From an optimization exercise on the open Yosys and OpenROAD flow, aimed at small area; shortcuts taken in it are not production practice. Function was checked by simulation only, so behaviour that the tests miss may differ from the original. Power and IR drop assume default switching activity.

==> flow/design.v <==
module sigma_codec (
    input  wire        clk,
    input  wire        rst,
    input  wire        start,
    input  wire [31:0] stream_len,
    output wire        busy,
    output wire        done,
    output wire [1:0]  stop_reason,
    output wire [31:0] final_cursor,
    output wire        mem_en,
    output wire [31:0] mem_addr,
    input  wire [7:0]  mem_rdata,
    output wire        log_valid,
    input  wire        log_ready,
    output wire [1:0]  log_kind,
    output wire [1:0]  log_err,
    output wire [7:0]  log_tag,
    output wire [31:0] log_cursor,
    output wire [31:0] log_consumed,
    output wire [7:0]  log_safeload,
    output wire [7:0]  log_channel,
    output wire [31:0] log_total_len,
    output wire [7:0]  log_chip,
    output wire [31:0] log_data_len,
    output wire [15:0] log_param,
    output wire        dev_req_valid,
    input  wire        dev_req_ready,
    output wire [7:0]  dev_req_chip,
    output wire [15:0] dev_req_param,
    output wire [31:0] dev_req_len,
    input  wire        dev_rsp_valid,
    input  wire [15:0] dev_rsp_len,
    output wire        dev_rd_en,
    output wire [15:0] dev_rd_addr,
    input  wire [7:0]  dev_rd_data,
    output wire        out_valid,
    input  wire        out_ready,
    output wire [7:0]  out_data
);
    localparam [4:0] S_IDLE  = 5'd0;    
    localparam [4:0] S_CLR   = 5'd1;    
    localparam [4:0] S_HCHK  = 5'd2;    
    localparam [4:0] S_INC   = 5'd3;    
    localparam [4:0] S_FB0   = 5'd4;    
    localparam [4:0] S_FB1   = 5'd5;    
    localparam [4:0] S_FDEC  = 5'd6;    
    localparam [4:0] S_FPAD  = 5'd7;    
    localparam [4:0] S_CMP   = 5'd8;    
    localparam [4:0] S_LOG   = 5'd9;   
    localparam [4:0] S_ADW   = 5'd10;   
    localparam [4:0] S_ADV   = 5'd11;   
    localparam [4:0] S_DREQ  = 5'd12;   
    localparam [4:0] S_DWAIT = 5'd13;   
    localparam [4:0] S_RW    = 5'd14;   
    localparam [4:0] S_RT1   = 5'd15;   
    localparam [4:0] S_HOUT  = 5'd16;   
    localparam [4:0] S_HRW   = 5'd17;   
    localparam [4:0] S_HROT  = 5'd18;   
    localparam [4:0] S_PW    = 5'd19;   
    localparam [4:0] S_PIDX  = 5'd20;   
    localparam [4:0] S_PRD   = 5'd21;   
    localparam [4:0] S_POUT  = 5'd22;   
    localparam [4:0] S_LOGE  = 5'd23;   
    localparam [4:0] S_FEND  = 5'd28;   
    localparam [4:0] S_FERR  = 5'd29;   
    localparam [4:0] S_FNP   = 5'd30;   
    reg [4:0]   st;
    reg [6:0]   c;          
    reg [3:0]   bc;         
    reg [31:0]  cur;        
    reg [31:0]  rem;        
    reg [103:0] sh;         
    reg         isw, isr;   
    reg         fl;         
    reg         cb, cc, cd;     
    wire fin  = (st == S_FEND) | (st == S_FERR) | (st == S_FNP);
    wire idle = (st == S_IDLE) | fin;
    wire load = idle & start;
    assign busy         = ~idle;
    assign done         = fin;
    assign stop_reason  = {st == S_FNP, st == S_FERR};
    assign final_cursor = cur;
    assign mem_en   = (st == S_HCHK) | (st == S_FB0) |
                      (st == S_FB1) | (st == S_CMP) | (st == S_LOG) | (st == S_LOGE);
    assign mem_addr = cur;
    wire loge = (st == S_LOGE);
    assign log_valid     = (st == S_LOG) | loge;
    assign log_kind      = loge ? 2'd3 : isr ? 2'd0 : isw ? 2'd1 : 2'd2;
    assign log_err       = {1'b1, fl};
    assign log_tag       = mem_rdata;
    assign log_cursor    = cur;
    assign log_consumed  = {sh[87:60] & {28{~fl}}, sh[59:58] | {2{fl}}, sh[57:56] & {2{~fl}}};
    assign log_safeload  = sh[103:96];
    assign log_channel   = sh[95:88];
    assign log_total_len = sh[87:56];
    assign log_chip      = sh[55:48];
    assign log_data_len  = sh[47:16];
    assign log_param     = sh[15:0];
    assign dev_req_valid = (st == S_DREQ);
    assign dev_req_chip  = sh[55:48];
    assign dev_req_param = sh[15:0];
    assign dev_req_len   = sh[47:16];
    assign dev_rd_en     = (st == S_PRD) | (st == S_POUT);
    assign dev_rd_addr   = sh[15:0];
    wire   h_tag     = (bc == 4'd0);
    wire   h_win     = ~h_tag & ~(bc[3] & bc[2]);
    assign out_valid = (st == S_HOUT) | (st == S_POUT);
    assign out_data  = (st == S_POUT) ? dev_rd_data :
                       ((sh[7:0] & {8{h_win}}) | {4'd0, h_tag, 1'b0, h_tag, h_tag});
    wire [4:0]  bi     = c[4:0];                       
    wire        b0     = (bi == 5'd0);
    wire        e31    = (bi == 5'd31);
    wire        c12    = (bi == 5'd2) | (bi == 5'd3);
    wire        k_bit  = fl ? c12 : sh[56];
    reg         cx;
    always @(*) begin
        case (st)
            S_INC:   cx = (bi == 5'd0) | (bi == 5'd3) | (bi == 5'd1 & isr) | (bi == 5'd2 & isw);
            S_FDEC:  cx = 1'b1;
            default: cx = k_bit;
        endcase
    end
    wire cc_in   = (((st == S_FDEC) & cb) ? (c[1:0] == 2'd0) : b0) ? 1'b0 : cc;
    wire cur_sum = cur[0] ^ cx ^ cc_in;
    wire cur_co  = (cur[0] & cx) | (cc_in & (cur[0] ^ cx));
    wire cur_lo  = (st == S_CLR) | (st == S_INC) | (st == S_FDEC) | (st == S_ADV);
    wire cur_hi  = cur_lo & ~((st == S_FDEC) & cb);
    wire cur_in  = (st == S_CLR) ? 1'b0 : cur_sum;
    wire r       = rem[0];
    wire xb      = (st == S_HCHK) ? c12 : sh[56];
    wire cb_in   = b0 ? 1'b0 : cb;
    wire cb_bor  = (~r & xb) | (~(r ^ xb) & cb_in);
    wire c14     = (bi == 5'd1) | c12;
    wire s14     = sh[16] ^ c14 ^ cc_in;
    wire s14_co  = (sh[16] & c14) | (cc_in & (sh[16] ^ c14));
    wire h14_bor = (~r & c14) | (~(r ^ c14) & cc_in);
    wire t_w     = (mem_rdata == 8'h09);
    wire t_r     = (mem_rdata == 8'h0a);
    wire q4      = (b0 | cd) & (sh[16] == (bi == 5'd2));
    wire xd      = (st == S_HCHK) ? b0 : (st == S_CMP) ? s14 : k_bit;
    wire cd_in   = b0 ? 1'b0 : cd;
    wire cd_bor  = (~r & xd) | (~(r ^ xd) & cd_in);
    wire rem_in  = (st == S_ADV) ? (r ^ xd ^ cd_in) : r;
    wire rt_pb   = sh[88] & ~bi[4];
    wire rt_k    = (bi == 5'd0) | c12;
    wire rt_ci   = b0 ? isw : cc;
    wire rt_s    = rt_pb ^ rt_k ^ rt_ci;
    wire rt_co   = (rt_pb & rt_k) | (rt_ci & (rt_pb ^ rt_k));
    wire p0      = (c[3:0] == 4'd0);
    wire pc_in   = p0 | cc;
    wire pi_s    = bc[0] & (sh[0] ^ pc_in);
    wire pe      = (p0 | cb) & (pi_s == sh[88]);
    wire hr_sh = (c[6:5] != 2'd0) & ~((bc == 4'd1) & (c[6:4] == 3'b010));
    wire full  = (st == S_FB1) | ((st == S_FPAD) & c[4]) | ((st == S_HROT) & hr_sh);
    wire en_p  = full | (st == S_PIDX) | (st == S_RT1);
    wire en_t  = full | (st == S_HCHK) | (st == S_CMP) | (st == S_ADV) | (st == S_RT1);
    wire en_d  = full | (st == S_CMP);
    wire en_q  = full | (st == S_PIDX);
    wire ins   = (st == S_FB1) ? mem_rdata[c[2:0]] : sh[0];
    wire t_in  = full ? sh[88] : (st == S_HCHK) ? b0 : (st == S_RT1) ? rt_s : sh[56];
    wire f_last = (bc == (isw ? 4'd12 : 4'd10));
    wire f_nib  = (cur[3:0] != 4'd0) & ~f_last;
    reg [4:0] nx;
    always @(*) begin
        nx = st;
        case (st)
            S_IDLE, S_FEND, S_FERR, S_FNP:
                nx = start ? S_CLR : S_IDLE;
            S_CLR:   if (e31) nx = S_HCHK;
            S_HCHK:  if (e31) begin
                if (cd_bor)                              nx = S_FEND;
                else if ((t_w & h14_bor) | (t_r & cb_bor)) nx = S_LOGE;
                else                                     nx = (t_w | t_r) ? S_INC : S_LOG;
            end
            S_INC:   if (e31) nx = S_FB0;
            S_FB0:   if (f_nib ? (c[2:0] == 3'd7) : (bi == 5'd23)) nx = S_FB1;
            S_FB1:   if (c[2:0] == 3'd7) nx = S_FDEC;
            S_FDEC:  if (cb ? (c[1:0] == 2'd3) : e31)
                         nx = (bc != (isw ? 4'd13 : 4'd11)) ? S_FB0 : isw ? S_CMP : S_FPAD;
            S_FPAD:  if (e31) nx = S_CMP;
            S_CMP:   if (e31) nx = (isw & (cb_bor | s14_co | cd_bor)) ? S_LOGE : S_LOG;
            S_LOG:   if (log_ready) nx = S_ADW;
            S_ADW:   if (e31) nx = S_ADV;
            S_ADV:   if (e31) nx = isr ? S_DREQ : (cb_in | k_bit) ? S_HCHK : S_FNP;
            S_DREQ:  if (dev_req_ready) nx = S_DWAIT;
            S_DWAIT: if (dev_rsp_valid) nx = S_RW;
            S_RW:    if (e31) nx = S_RT1;
            S_RT1:   if (e31) nx = S_HOUT;
            S_HOUT:  if (out_ready) begin
                if (bc == 4'd13) nx = S_PW;
                else if (bc < 4'd11) nx = S_HRW;
            end
            S_HRW:   if (c == 7'd31) nx = S_HROT;
            S_HROT:  if (c == 7'd127) nx = S_HOUT;
            S_PW:    if (bi == 5'd15) nx = S_PIDX;
            S_PIDX:  if (e31) nx = ~pe ? S_PRD : fl ? S_FNP : S_HCHK;
            S_PRD:   nx = S_POUT;
            S_POUT:  if (out_ready) nx = S_PW;
            S_LOGE:  if (log_ready) nx = S_FERR;
            default: nx = S_IDLE;
        endcase
    end
    always @(posedge clk) begin
        rem <= load ? stream_len : {rem_in, rem[31:1]};
        c   <= load ? 7'd0 : c + 7'd1;
        if (cur_hi)
            cur[31:4] <= {cur_in, cur[31:5]};
        if (cur_lo)
            cur[3:0] <= {cur_hi ? cur[4] : cur_in, cur[3:1]};
        if (en_p)
            sh[103:88] <= {full ? ins : sh[88], sh[103:89]};
        else if (st == S_DWAIT && dev_rsp_valid)
            sh[103:88] <= dev_rsp_len;
        if (en_t)
            sh[87:56] <= {t_in, sh[87:57]};
        if (full)
            sh[55:48] <= sh[56:49];
        if (en_d)
            sh[47:16] <= {full ? sh[48] : sh[16], sh[47:17]};
        if (en_q)
            sh[15:0] <= {full ? sh[16] : pi_s, sh[15:1]};
        case (st)
            S_HCHK: begin
                cb  <= cb_bor;
                cc  <= h14_bor;
                cd  <= cd_bor;
                fl  <= 1'b0;
                bc  <= 4'd0;
                isw <= t_w;
                isr <= t_r;
            end
            S_CMP: begin
                cb <= cb_bor;
                cc <= s14_co;
                cd <= isw ? cd_bor : q4;
                fl <= isw ? (cb_bor | s14_co | cd_bor) : cb_bor;
                if (e31) isw <= isw | q4;
            end
            S_ADV: begin
                cc <= cur_co;
                cd <= cd_bor;
                cb <= cb_in | k_bit;
                if (e31) fl <= ~(cb_in | k_bit);
                bc <= 4'd0;
            end
            S_INC, S_FDEC: cc <= cur_co;
            S_FB0: cb <= f_nib;
            S_FB1: if (c[2:0] == 3'd7) bc <= bc + 4'd1;
            S_RT1: cc <= rt_co;
            S_HOUT: if (out_ready) bc <= bc + 4'd1;
            S_PIDX: begin
                cc <= sh[0] & pc_in;
                cb <= pe;
            end
            S_POUT: bc <= 4'd15;
            default: ;
        endcase
        if (rst)
            st <= S_IDLE;
        else
            st <= nx;
    end
endmodule
export LEC_CHECK = 0
export CAP_MARGIN = 20
export CORE_MARGIN = 2
export CORE_UTILIZATION = 70
export SLEW_MARGIN = 20
create_clock -name core_clock -period 8.0 [get_ports {clk}]
standard.sh (not shown) runs the stock make flow with config.mk's settings and CLKGATE_MAP_FILE= SYNTH_SCRIPT=/design/flow/synth_recipe.tcl, a recipe that flattens the netlist after the stock synthesis.
==> flow/flow/run.sh <==
#!/bin/bash
# Own layout flow: the standard flow (standard.sh: the standard synthesis,
# floorplan, power grid, placement, CTS and routing), with two changes:
#  - the buffers that global placement puts on every input and output port
#    use the platform's smallest buffer, not the resizer's lowest-drive pick;
#  - clock tree synthesis builds the tree from clkbuf_8 and inserts no dummy
#    load cells.
set -euo pipefail
export BUFFER_PORTS_ARGS="-buffer_cell sky130_fd_sc_hd__buf_1"
export CTS_ARGS="-sink_clustering_enable -repair_clock_nets -dont_use_dummy_load -buf_list sky130_fd_sc_hd__clkbuf_8"
bash standard.sh > standard_flow.log 2>&1
Then changed:
--- a/flow/design.v
+++ b/flow/design.v
@@ -73,5 +73,6 @@
     reg         isw, isr;   
     reg         fl;         
-    reg         cb, cc, cd;     
+    reg         md;         
+    reg         cb, cc, cd;
     wire fin  = (st == S_FEND) | (st == S_FERR) | (st == S_FNP);
     wire idle = (st == S_IDLE) | fin;
@@ -121,9 +122,9 @@
         endcase
     end
-    wire cc_in   = (((st == S_FDEC) & cb) ? (c[1:0] == 2'd0) : b0) ? 1'b0 : cc;
+    wire cc_in   = (((st == S_FDEC) & md) ? (c[1:0] == 2'd0) : b0) ? 1'b0 : cc;
     wire cur_sum = cur[0] ^ cx ^ cc_in;
     wire cur_co  = (cur[0] & cx) | (cc_in & (cur[0] ^ cx));
     wire cur_lo  = (st == S_CLR) | (st == S_INC) | (st == S_FDEC) | (st == S_ADV);
-    wire cur_hi  = cur_lo & ~((st == S_FDEC) & cb);
+    wire cur_hi  = cur_lo & ~((st == S_FDEC) & md);
     wire cur_in  = (st == S_CLR) ? 1'b0 : cur_sum;
     wire r       = rem[0];
@@ -144,10 +145,10 @@
     wire rt_pb   = sh[88] & ~bi[4];
     wire rt_k    = (bi == 5'd0) | c12;
-    wire rt_ci   = b0 ? isw : cc;
+    wire rt_ci   = b0 ? md : cc;
     wire rt_s    = rt_pb ^ rt_k ^ rt_ci;
     wire rt_co   = (rt_pb & rt_k) | (rt_ci & (rt_pb ^ rt_k));
     wire p0      = (c[3:0] == 4'd0);
     wire pc_in   = p0 | cc;
-    wire pi_s    = bc[0] & (sh[0] ^ pc_in);
+    wire pi_s    = md & (sh[0] ^ pc_in);
     wire pe      = (p0 | cb) & (pi_s == sh[88]);
     wire hr_sh = (c[6:5] != 2'd0) & ~((bc == 4'd1) & (c[6:4] == 3'b010));
@@ -176,5 +177,5 @@
             S_FB0:   if (f_nib ? (c[2:0] == 3'd7) : (bi == 5'd23)) nx = S_FB1;
             S_FB1:   if (c[2:0] == 3'd7) nx = S_FDEC;
-            S_FDEC:  if (cb ? (c[1:0] == 2'd3) : e31)
+            S_FDEC:  if (md ? (c[1:0] == 2'd3) : e31)
                          nx = (bc != (isw ? 4'd13 : 4'd11)) ? S_FB0 : isw ? S_CMP : S_FPAD;
             S_FPAD:  if (e31) nx = S_CMP;
@@ -235,5 +236,5 @@
                 cd <= isw ? cd_bor : q4;
                 fl <= isw ? (cb_bor | s14_co | cd_bor) : cb_bor;
-                if (e31) isw <= isw | q4;
+                md <= q4;
             end
             S_ADV: begin
@@ -245,13 +246,16 @@
             end
             S_INC, S_FDEC: cc <= cur_co;
-            S_FB0: cb <= f_nib;
+            S_FB0: md <= f_nib;
             S_FB1: if (c[2:0] == 3'd7) bc <= bc + 4'd1;
             S_RT1: cc <= rt_co;
-            S_HOUT: if (out_ready) bc <= bc + 4'd1;
+            S_HOUT: if (out_ready) begin
+                bc <= bc + 4'd1;
+                md <= 1'b0;
+            end
             S_PIDX: begin
                 cc <= sh[0] & pc_in;
                 cb <= pe;
             end
-            S_POUT: bc <= 4'd15;
+            S_POUT: md <= 1'b1;
             default: ;
         endcase
Result: The changed run passed the timing, design-rule and antenna checks; utilization decreases by 0.25 points; global-route usage decreases by 7.3 points; wire length decreases by about a fifth; die area decreases slightly; fmax decreases by a few percent; worst setup slack got worse by 0.24 ns; synthesized area decreases slightly; power decreases by a few percent; design area decreases slightly; sequential power barely changes; via count decreases by a few percent; clock power hardly moves; non-clock buffer count decreases by 1.

-- afterwards: timing with drivers on the ports --
The flow's constraints put no driver on any port. The routed layouts listed below were extracted and timed again, unchanged, in two steps. Step 1 (the two cells are an assumption about what drives the block):
set clk [get_ports {clk}]
set_driving_cell -lib_cell sky130_fd_sc_hd__clkbuf_16 $clk
set_driving_cell -lib_cell sky130_fd_sc_hd__buf_2 [delete_from_list [all_inputs] $clk]
Step 2 times the ports against the registers' clock, not the clock port: input delays grow and output delays shrink by t, the midpoint of the rising clock arrivals with the driver on. Slacks: no drivers / after step 1 / after step 2; pairs: no drivers / after step 1.
| run | t, ns | setup slack, ns | worst register clock-pin slew, ns | worst slew at a driven data input, ns |
|---|---|---|---|---|
| the first run | 0.489 | 3.498 / 3.457 / 3.924 | 0.09 / 0.09 | 0.06 |
| the second run | 0.489 | 3.258 / 3.220 / 3.710 | 0.09 / 0.09 | 0.07 |
After both steps setup and hold are still met in every run listed.
